What follows belongs to an exercise in optimizing a design on an open flow for small area, a short achievable clock period and few clock cycles per item; a production flow would make more cautious choices.
The RTL was checked by simulation tests, not by an equivalence proof against the original design.
Power and IR drop assume default switching activity.

$ cat flow/config.mk
export PLATFORM = sky130hd
export DESIGN_NAME = beep_env
export DESIGN_NICKNAME = beep_env
export VERILOG_FILES = /design/flow/design.v
export SDC_FILE = /design/flow/constraint.sdc
export NUM_CORES = 4
export LEC_CHECK = 0
export CAP_MARGIN = 20
export CORE_MARGIN = 2
export CORE_UTILIZATION = 40
export PLACE_DENSITY = 0.6
export SLEW_MARGIN = 20
$ cat flow/constraint.sdc
create_clock -name core_clock -period 10.0 [get_ports {clk}]
set_input_delay 2.0000 -clock core_clock [delete_from_list [all_inputs] [get_ports {clk}]]
set_output_delay 2.0000 -clock core_clock [all_outputs]
set_load 0.01 [all_outputs]
$ cat flow/design.v
module beep_env_div (
  input             clk,
  input             rst,
  input             start,
  input      [15:0] num,
  input      [7:0]  den,
  output reg        done,
  output reg [15:0] quo
);
  reg [7:0]  rem;
  reg [15:0] nsh;
  reg [7:0]  den_q;
  reg [4:0]  cnt;
  reg        busy;
  wire [8:0] rem_sh = {rem, nsh[15]};
  wire [8:0] diff   = rem_sh - {1'b0, den_q};
  wire       ge     = ~diff[8];
  always @(posedge clk) begin
    if (rst) begin
      busy <= 1'b0;
      done <= 1'b0;
    end else begin
      done <= 1'b0;
      if (start) begin
        busy  <= 1'b1;
        rem   <= 8'd0;
        nsh   <= num;
        den_q <= den;
        quo   <= 16'd0;
        cnt   <= 5'd16;
      end else if (busy) begin
        rem <= ge ? diff[7:0] : rem_sh[7:0];
        nsh <= {nsh[14:0], 1'b0};
        quo <= {quo[14:0], ge};
        cnt <= cnt - 5'd1;
        if (cnt == 5'd1) begin
          busy <= 1'b0;
          done <= 1'b1;
        end
      end
    end
  end
endmodule
module beep_env (
  input             clk,
  input             rst,
  input             start,
  input      [31:0] env,         
  input      [31:0] gain,        
  output            ready,
  output reg        done,
  output reg        lut_we,
  output reg [7:0]  lut_addr,
  output reg [15:0] lut_data
);
  localparam [2:0] S_IDLE = 3'd0,
                   S_SEL  = 3'd1,
                   S_DIV  = 3'd2,
                   S_WR   = 3'd3,
                   S_NEXT = 3'd4;
  localparam [15:0] ENV_MAX = 16'd65535;
  reg [2:0]  state;
  reg [7:0]  atk, dec, sus, rel;
  reg [31:0] g;
  reg [7:0]  i;
  reg [7:0]  raw;
  reg        dec_case;    
  wire [8:0] ae = {1'b0, atk};
  wire [8:0] de = {1'b0, atk} + {1'b0, dec};
  wire [8:0] se = 9'd255 - {1'b0, rel};
  wire [8:0] ix = {1'b0, i};
  reg         div_go;
  reg  [15:0] div_num;
  reg  [7:0]  div_den;
  wire        div_done;
  wire [15:0] div_quo;
  beep_env_div u_div (
    .clk   (clk),
    .rst   (rst),
    .start (div_go),
    .num   (div_num),
    .den   (div_den),
    .done  (div_done),
    .quo   (div_quo)
  );
  wire [39:0] prod    = raw * g;
  wire [31:0] shifted = prod >> 8;
  wire [15:0] entry   = (shifted > {16'd0, ENV_MAX}) ? ENV_MAX : shifted[15:0];
  assign ready = (state == S_IDLE);
  always @(posedge clk) begin
    if (rst) begin
      state  <= S_IDLE;
      done   <= 1'b0;
      lut_we <= 1'b0;
      div_go <= 1'b0;
    end else begin
      done   <= 1'b0;
      lut_we <= 1'b0;
      div_go <= 1'b0;
      case (state)
        S_IDLE: begin
          if (start) begin
            atk   <= env[7:0];
            dec   <= env[15:8];
            sus   <= env[23:16];
            rel   <= env[31:24];
            g     <= gain;
            i     <= 8'd0;
            state <= S_SEL;
          end
        end
        S_SEL: begin
          dec_case <= 1'b0;
          if (ix < ae) begin
            div_num <= i * 8'd255;
            div_den <= atk;
            div_go  <= 1'b1;
            state   <= S_DIV;
          end else if (ix < de) begin
            div_num  <= (8'd255 - sus) * (i - atk);
            div_den  <= dec;
            div_go   <= 1'b1;
            dec_case <= 1'b1;
            state    <= S_DIV;
          end else if (ix < se) begin
            raw   <= sus;
            state <= S_WR;
          end else if (rel != 8'd0) begin
            div_num <= sus * (8'd255 - i);
            div_den <= rel;
            div_go  <= 1'b1;
            state   <= S_DIV;
          end else begin
            raw   <= 8'd0;
            state <= S_WR;
          end
        end
        S_DIV: begin
          if (div_done) begin
            raw   <= dec_case ? (8'd255 - div_quo[7:0]) : div_quo[7:0];
            state <= S_WR;
          end
        end
        S_WR: begin
          lut_we   <= 1'b1;
          lut_addr <= i;
          lut_data <= entry;
          state    <= S_NEXT;
        end
        S_NEXT: begin
          if (i == 8'd255) begin
            done  <= 1'b1;
            state <= S_IDLE;
          end else begin
            i     <= i + 8'd1;
            state <= S_SEL;
          end
        end
        default: state <= S_IDLE;
      endcase
    end
  end
endmodule
$ cat flow/run.sh
#!/bin/bash
# synth_recipe.tcl (not shown) runs the flow's synth.tcl, then flattens the netlist and writes it again
# the make line also repeats each setting of config.mk as NAME=value (left out here)
make -C /OpenROAD-flow-scripts/flow DESIGN_CONFIG=/design/flow/config.mk WORK_HOME=/design/flow/orfs CLKGATE_MAP_FILE= SYNTH_SCRIPT=/design/flow/synth_recipe.tcl finish
==> impl_metrics.ini <==
[global_route]
grt_use_total_pct = 18.9
antenna_found_initial = 0
grt_max_degree = 65
grt_pass1_wl_mm = 85.4
grt_overflow_total = 0
grt_pass1_vias = 16313

[drt]
via_per_inst = 5.10
detail_route.wirelength_mm = 52.1
vias = 15622
dr.first_iter.drc_count = 794
drtAntennaViolNets = 0
post_drt_wl_per_cell_um = 17.0
drc_errors = 0
firstDrtPassIters = 8

[sta]
finClkSkew_ns = 0.0151
hold_ws_ns = 0.423
period_minus_slack_ns = 7.61
hold_violations = 0
setup_tns_ns = 0
slew_violations = 0
slew_headroom_pct = 29.4
fmax_mhz = 131
tightest_slew_ns = 1.06
worst_slack_ns = 2.39
setup_viol = 0
fin_crit_sh_pct = 76.1
rsz0062_at_grt = no

[setup_path]
cpLargestDelayFamily = adder cells
slowest_delay_ns = 0.76
required_ns = 10.21
crit_buf_inv = 5
arrival_ns = 7.82
end_kind = flop
path_class = flop to flop
cp_slowest_cell = edfxtp_1
worstPathMaxFanout = 18
path_common_cell = fa_1
startpoint_type = flop

[cts]
cts_resized = 0
cts.htree.levels = 4
cts_buffers = 17
hold_buffers = 0
cts-root-buf = clkbuf_16
cts.clk_slew.worst_paths_ns = 0.08
clock_latency_ns = 0.48
post-cts-setup-buffers = 0
ctsLongestPathBuffers = 2
cts_tree = built
cts_sinks = 182

[synthesis]
muxShareOfSynthArea_pct = 1.89
ys_types = 81
synthFlopType = edfxtp_1
syn-instance-count = 2239
yosys-top-cells-area = fa_1 26%, edfxtp_1 23%, ha_1 12%
syn_avg_cell_area_um2 = 9.97
async_flop_share_pct = 0
synth_nets = 2813
synth_common_cells = 369 x inv_1, 291 x fa_1, 216 x ha_1
synth_warnings = 2
synth_top_area_share_pct = 26.1
yosys.area.top_type = fa_1
synth_edf_count = 174
synth_xor_area_share_pct = 3.73
synth_adder_area_share_pct = 38.2
yosysSeqAreaShare_pct = 24.1
synth_most_common_cell = inv_1
synth_top_family_by_area = adder cells
synth_simple_gate_area_share_pct = 16.5
synthesis.area_mm2 = 0.0223
synth_compound_area_share_pct = 8.03
ys_ff_latch = 182

[placed_design]
dp_hpwl_mm = 40.8
placed_area_mm2 = 0.0241
place.port_buffers = 93
pre_cts_slack_ns = 2.39
place.gp.congestion = 0.867
dpl.cell_count = 3027

[cells_and_area]
diodes = 0
drive_above_1_share_pct = 5.40
finalNonFillerCells = 3061
fin_nets = 2874
post-route-cell-area_mm2 = 0.0247
fillers = 5289
areaGrowthSynthToFinish_pct = 10.7
final_util_pct = 44.9

[floorplan]
rows = 86
start_util_pct = 40.5
pin_count = 94
dieArea_mm2 = 0.0577
dieHeight_um = 240
fp.dieW_um = 240
core-area_mm2 = 0.0551

[run_status]
status = timing/DRC/antenna clean

[pwr]
p_total_mw = 6.00
power_density_mw_per_mm2 = 243
power.static_leakage_nw = 11.0
vdd_drop_max_v = 0.000266

[hold_path]
hp-class = flop to flop

[job]
max-cap-violations = 0
cell usage in the layout, fill, tap and decap left out, drive strengths merged, types with 7 or more instances in the layout:
cell / instances
and2: 175
clkinv: 8
a21oi: 78
a21o: 23
xor2: 29
a31oi: 7
or4: 17
o21bai: 15
and3: 13
nor2: 104
o21ai: 60
a211oi: 15
buf: 22
nand2: 200
inv: 375
o21a: 11
o22ai: 12
nand2b: 32
or2: 24
nor2b: 49
nand4: 14
clkbuf: 18
fa: 291
nor3: 28
edfxtp: 174
mux2: 18
ha: 216
or3: 10
xnor2: 66
clkdlybuf4s50: 93
mux2i: 22
dfxtp: 8
nand3: 15
power by group:
group / internal (mW) / leakage (nW) / switching (mW) / total, mW
Combinational: 1.83 / 9.12 / 2.45 / 4.28
Clock: 0.359 / 0.293 / 0.349 / 0.708
Sequential: 0.951 / 1.61 / 0.0689 / 1.02
layout make-up:
cell class	instances	area (um^2)	share of cell area [%]
clock buffers	18	429	1.74
clock inverters	14	180	0.729
inverters	371	1390	5.63
multi-input cells	1613	15300	61.8
flip-flops and latches	182	5390	21.8
well taps	748	936	3.79
repair buffers	115	1120	4.55
logic make-up after synthesis:
kind of cell             count (synthesis)
adder cells (fa/ha/maj)                507
AND/OR/NAND/NOR                        700
flip-flops                             182
XOR/XNOR                                95
multiplexers                            40
buffers and inverters                  444
AO/OA/AOI/OAI                          271
path summary, 6_finish.rpt:
kind,startpoint,depth (start not counted),slack [ns],to
max,i[0],27,2.39,div_num[14]
min reg2reg,div_den[0],0,0.42,u_div.den_q[0]
min,div_den[0],0,0.42,u_div.den_q[0]
max reg2reg,i[0],27,2.39,div_num[14]
sequential cells by signal (all words and copies together) (netlist names), 5 cells and up:
name and count:
u_div.quo 8, div_num 16, div_den 8, raw 8
rel 8, u_div.rem 8, u_div.cnt 5, lut_addr 8
u_div.den_q 8, u_div.nsh 16, i 8, atk 8
g 32, dec 8, sus 8, lut_data 16
layer usage:
layer | share of wire (%) | vias up | track usage [%]
met3 | 3.6 | 60 | 2.57
met4 | 1.6 | 0 | 4.67
met1 | 44 | 7835 | 24.7
li1 | - | 7415 | -
met2 | 50 | 312 | 33.0
met5 | 0 | - | 0
Testbench counts, summed over its fixed seeds: cycles 286,502, builds 96.

what the ideal ports hide:
Ports are ideal in the flow. The routed layout listed here was re-timed in OpenROAD. Step 1 sets driving cells, clkbuf_16 on the clock port and buf_2 on the other inputs (assumed; they add their load-dependent delay and slew). Step 2 also shifts input and output timing later by t, the mid clock arrival at the registers, as if the neighbouring blocks saw the same clock. Slacks: ideal / step 1 / step 2; pairs: ideal / step 1.
t (ns): 0.526
setup WS [ns]: 2.390 / 2.390 / 2.390
clock arrival spread, ns: 0.016 / 0.016
slew at the worst register clock pin (ns): 0.08 / 0.08
worst slew at a driven data input, ns: 0.05
After both steps this run still meets setup and hold. The setup slack of this run moves by 0.000 ns with the drivers and by 0.000 ns with both steps.
